From an optimization exercise on the open Yosys and OpenROAD flow, aimed at small area, a short achievable clock period and few clock cycles; shortcuts taken in it are not production practice.
In this exercise RTL edits were held to simulation tests only and were not proved equivalent to the original.
Power is estimated from default activity; no workload was simulated. No driver is modelled on the clock port, so clocking that relies on it looks cheaper here than on a real chip.

// btmp3_sensor_core
module btmp3_sensor_core (
    input  wire        clk,
    input  wire        rst,         
    input  wire        cmd_valid,
    output wire        cmd_ready,
    input  wire [7:0]  cmd_op,
    input  wire [31:0] cmd_arg,
    input  wire [31:0] thresh0,
    input  wire [31:0] thresh1,
    output reg         rsp_valid,
    output reg  [7:0]  rsp_data
);
    localparam OP_TOUCH_IS_TOUCHED = 7'b0000100;    
    localparam OP_ENC_GET_POSITION = 8'h0C;
    localparam OP_ENC_RESET_POS    = 8'h0D;
    localparam OP_ENC_BUTTON       = 8'h0E;
    localparam OP_EV_TOUCH_EDGE    = 7'b0010100;    
    localparam OP_EV_ENC_EDGE      = 6'b001100;     
    localparam OP_EV_BTN_PRESS     = 8'h34;
    localparam OP_RESET            = 6'b111100;     
    assign cmd_ready = 1'b1;
    reg        c_valid;
    reg [7:0]  c_op;
    reg [31:0] c_arg;
    reg        c_rst;
    reg [31:0] th0, th1;
  ...
export LEC_CHECK = 0
export CAP_MARGIN = 20
export CORE_MARGIN = 2
export CORE_UTILIZATION = 40
export SLEW_MARGIN = 20
create_clock -name core_clock -period 30.0 [get_ports {clk}]
run.sh (not shown) runs the stock make flow with config.mk's settings and CLKGATE_MAP_FILE= SYNTH_SCRIPT=/design/flow/synth_recipe.tcl, a recipe that flattens the netlist after the stock synthesis.
The baseline went through all stages and came out clean.
Testbench counts at the start, summed over its fixed seeds: cycles 24,016.
Then changed:
Settings changed: CTS_BUF_LIST set to sky130_fd_sc_hd__clkbuf_4 sky130_fd_sc_hd__clkbuf_8, CTS_CLUSTER_SIZE set to 30.
What happened:
- first-iteration DRC count went down by 9.5%
- sequential cell count does not change
- synthesized area stays the same
- routed wire length went up by 1.8%
Then changed:
Settings changed: CORE_UTILIZATION 40 to 60, CTS_BUF_LIST sky130_fd_sc_hd__clkbuf_4 sky130_fd_sc_hd__clkbuf_8 to sky130_fd_sc_hd__clkbuf_8, CTS_CLUSTER_SIZE 30 to 50.
Result: The new run completed without violations; clock power went down by a little under a tenth; register-to-register slack is about the same; via count hardly moves; die area went down by a quarter to a third; count of clock-buffer cells in the layout went down by 68; routed wire length went down by a few percent; global-route usage went up by 6.7 points.

## job 101
Another version of the RTL of btmp3_sensor_core (not shown whole).
Size: roughly 120 I/O pins, about 0.029 mm2 of cells after synthesis.
export LEC_CHECK = 0
export CAP_MARGIN = 20
export CORE_MARGIN = 2
export CORE_UTILIZATION = 70
export CTS_BUF_LIST = sky130_fd_sc_hd__clkbuf_16
export CTS_CLUSTER_DIAMETER = 90
export CTS_CLUSTER_SIZE = 30
export SLEW_MARGIN = 20
create_clock -name core_clock -period 30.0 [get_ports {clk}]
standard.sh (not shown) runs the stock make flow with config.mk's settings and CLKGATE_MAP_FILE= SYNTH_SCRIPT=/design/flow/synth_recipe.tcl, a recipe that flattens the netlist after the stock synthesis.
==> flow/flow/run.sh <==
#!/bin/bash
# The standard layout (standard.sh) with these changes:
# - the port buffers that global placement inserts are plain
#   sky130_fd_sc_hd__buf_1 cells instead of the delay buffers it picks by
#   default (every port still gets its buffer);
# - the buffers that synthesis's ABC inserted are removed at floorplan, and
#   the placement's repair_design buffers the nets again;
# - clock tree synthesis inserts no dummy loads;
# - after global placement, post_gp.tcl gives the response outputs a buf_2
#   port buffer and a dfxtp_2 flip-flop, and an input port buffer with a
#   large fanout a buf_8 (drive strength only).
# make's full output goes to layout.log; each ORFS step keeps its own log
# under orfs/logs/.
set -euo pipefail
bash standard.sh \
  "BUFFER_PORTS_ARGS=-buffer_cell sky130_fd_sc_hd__buf_1" \
  "REMOVE_ABC_BUFFERS=1" \
  "POST_GLOBAL_PLACE_TCL=$PWD/flow/post_gp.tcl" \
  "CTS_ARGS=-sink_clustering_enable -repair_clock_nets -sink_clustering_size 30 -sink_clustering_max_diameter 90 -buf_list sky130_fd_sc_hd__clkbuf_16 -dont_use_dummy_load" \
  finish > layout.log 2>&1
==> flow/flow/post_gp.tcl <==
# Run after global placement (POST_GLOBAL_PLACE_TCL): faster cells at the
# ports (drive strength only, same functions; detailed placement legalizes
# them afterwards).
# - Each output port's buffer becomes buf_2, and the response flip-flop that
#   feeds it dfxtp_2.
# - An input port buffer that drives more than 8 pins becomes buf_8.
foreach port [get_ports {rsp_valid rsp_data[*]}] {
  set net [get_nets [get_full_name $port]]
  foreach pin [get_pins -of_objects $net -filter "direction==output"] {
    set buf [get_cells -of_objects $pin]
    replace_cell $buf sky130_fd_sc_hd__buf_2
    foreach ipin [get_pins -of_objects $buf -filter "direction==input"] {
      foreach dpin [get_pins -of_objects [get_nets -of_objects $ipin] -filter "direction==output"] {
        set ff [get_cells -of_objects $dpin]
        if {[get_property $ff ref_name] == "sky130_fd_sc_hd__dfxtp_1"} {
          replace_cell $ff sky130_fd_sc_hd__dfxtp_2
        }
      }
    }
  }
}
foreach port [get_ports -filter "direction==input"] {
  if {[get_full_name $port] == "clk"} { continue }
  set net [get_nets [get_full_name $port]]
  foreach pin [get_pins -of_objects $net -filter "direction==input"] {
    set buf [get_cells -of_objects $pin]
    set out [get_pins -of_objects $buf -filter "direction==output"]
    set loads [get_pins -of_objects [get_nets -of_objects $out] -filter "direction==input"]
    if {[llength $loads] > 8} {
      puts "post_gp: [get_full_name $port] buffer [get_full_name $buf] drives [llength $loads] pins: buf_8"
      replace_cell $buf sky130_fd_sc_hd__buf_8
    }
  }
}
estimate_parasitics -placement
Testbench counts of job 101, summed over its fixed seeds: cycles 24,016.
Here is what was changed in the inputs of job 102 compared with job 101.
diff --git a/flow/flow/run.sh b/flow/flow/run.sh
--- a/flow/flow/run.sh
+++ b/flow/flow/run.sh
@@ -10,2 +10 @@
-#   port buffer and a dfxtp_2 flip-flop, and an input port buffer with a
-#   large fanout a buf_8 (drive strength only).
+#   port buffer and a dfxtp_2 flip-flop (drive strength only).
==> flow/flow/post_gp.tcl <==
# Run after global placement (POST_GLOBAL_PLACE_TCL): faster cells on the
# response outputs. Each output port's buffer becomes buf_2 and the response
# flip-flop that feeds it dfxtp_2 (same functions, more drive); detailed
# placement legalizes them afterwards.
foreach port [get_ports {rsp_valid rsp_data[*]}] {
  set net [get_nets [get_full_name $port]]
  foreach pin [get_pins -of_objects $net -filter "direction==output"] {
    set buf [get_cells -of_objects $pin]
    replace_cell $buf sky130_fd_sc_hd__buf_2
    foreach ipin [get_pins -of_objects $buf -filter "direction==input"] {
      foreach dpin [get_pins -of_objects [get_nets -of_objects $ipin] -filter "direction==output"] {
        set ff [get_cells -of_objects $dpin]
        if {[get_property $ff ref_name] == "sky130_fd_sc_hd__dfxtp_1"} {
          replace_cell $ff sky130_fd_sc_hd__dfxtp_2
        }
      }
    }
  }
}
estimate_parasitics -placement
==> comparison <==
Diff job 101 -> job 102: wire length level; final standard cell utilization of the core level; mean number of vias per cell level. Looking at uppermost metal layer occupied by signal nets, the met4 result is from job 101; the met5 one comes from job 102.

## separate check: timing with driven ports
The flow's constraints put no driver on any port. The routed layouts listed below were extracted and timed again, unchanged, in two steps. Step 1 (the two cells are an assumption about what drives the block):
set clk [get_ports {clk}]
set_driving_cell -lib_cell sky130_fd_sc_hd__clkbuf_16 $clk
set_driving_cell -lib_cell sky130_fd_sc_hd__buf_2 [delete_from_list [all_inputs] $clk]
Step 2 adds t to the input delays and takes it off the output delays; t is the mean of the earliest and latest rising clock arrival at the registers after step 1. Input paths then give back, and output paths get back, about the clock's delay inside the block. Three values: ideal, step 1, step 2; two values: the first two.
run	shift t [ns]	slack for setup (ns)	worst setup path at the end
the first run of note 1	0.692	22.500 / 22.433 / 22.887	input to register
the second run of note 1	0.835	22.360 / 22.292 / 22.888	input to register
the third run of note 1	0.816	22.321 / 22.267 / 22.945	input to register
job 101	0.667	22.896 / 22.834 / 22.868	input to register
job 102	0.664	22.897 / 22.839 / 22.560	input to register
After both steps setup and hold are still met in every run listed. The setup slack of job 102, which loses most, moves by -0.058 ns with the drivers and by -0.337 ns with both steps.
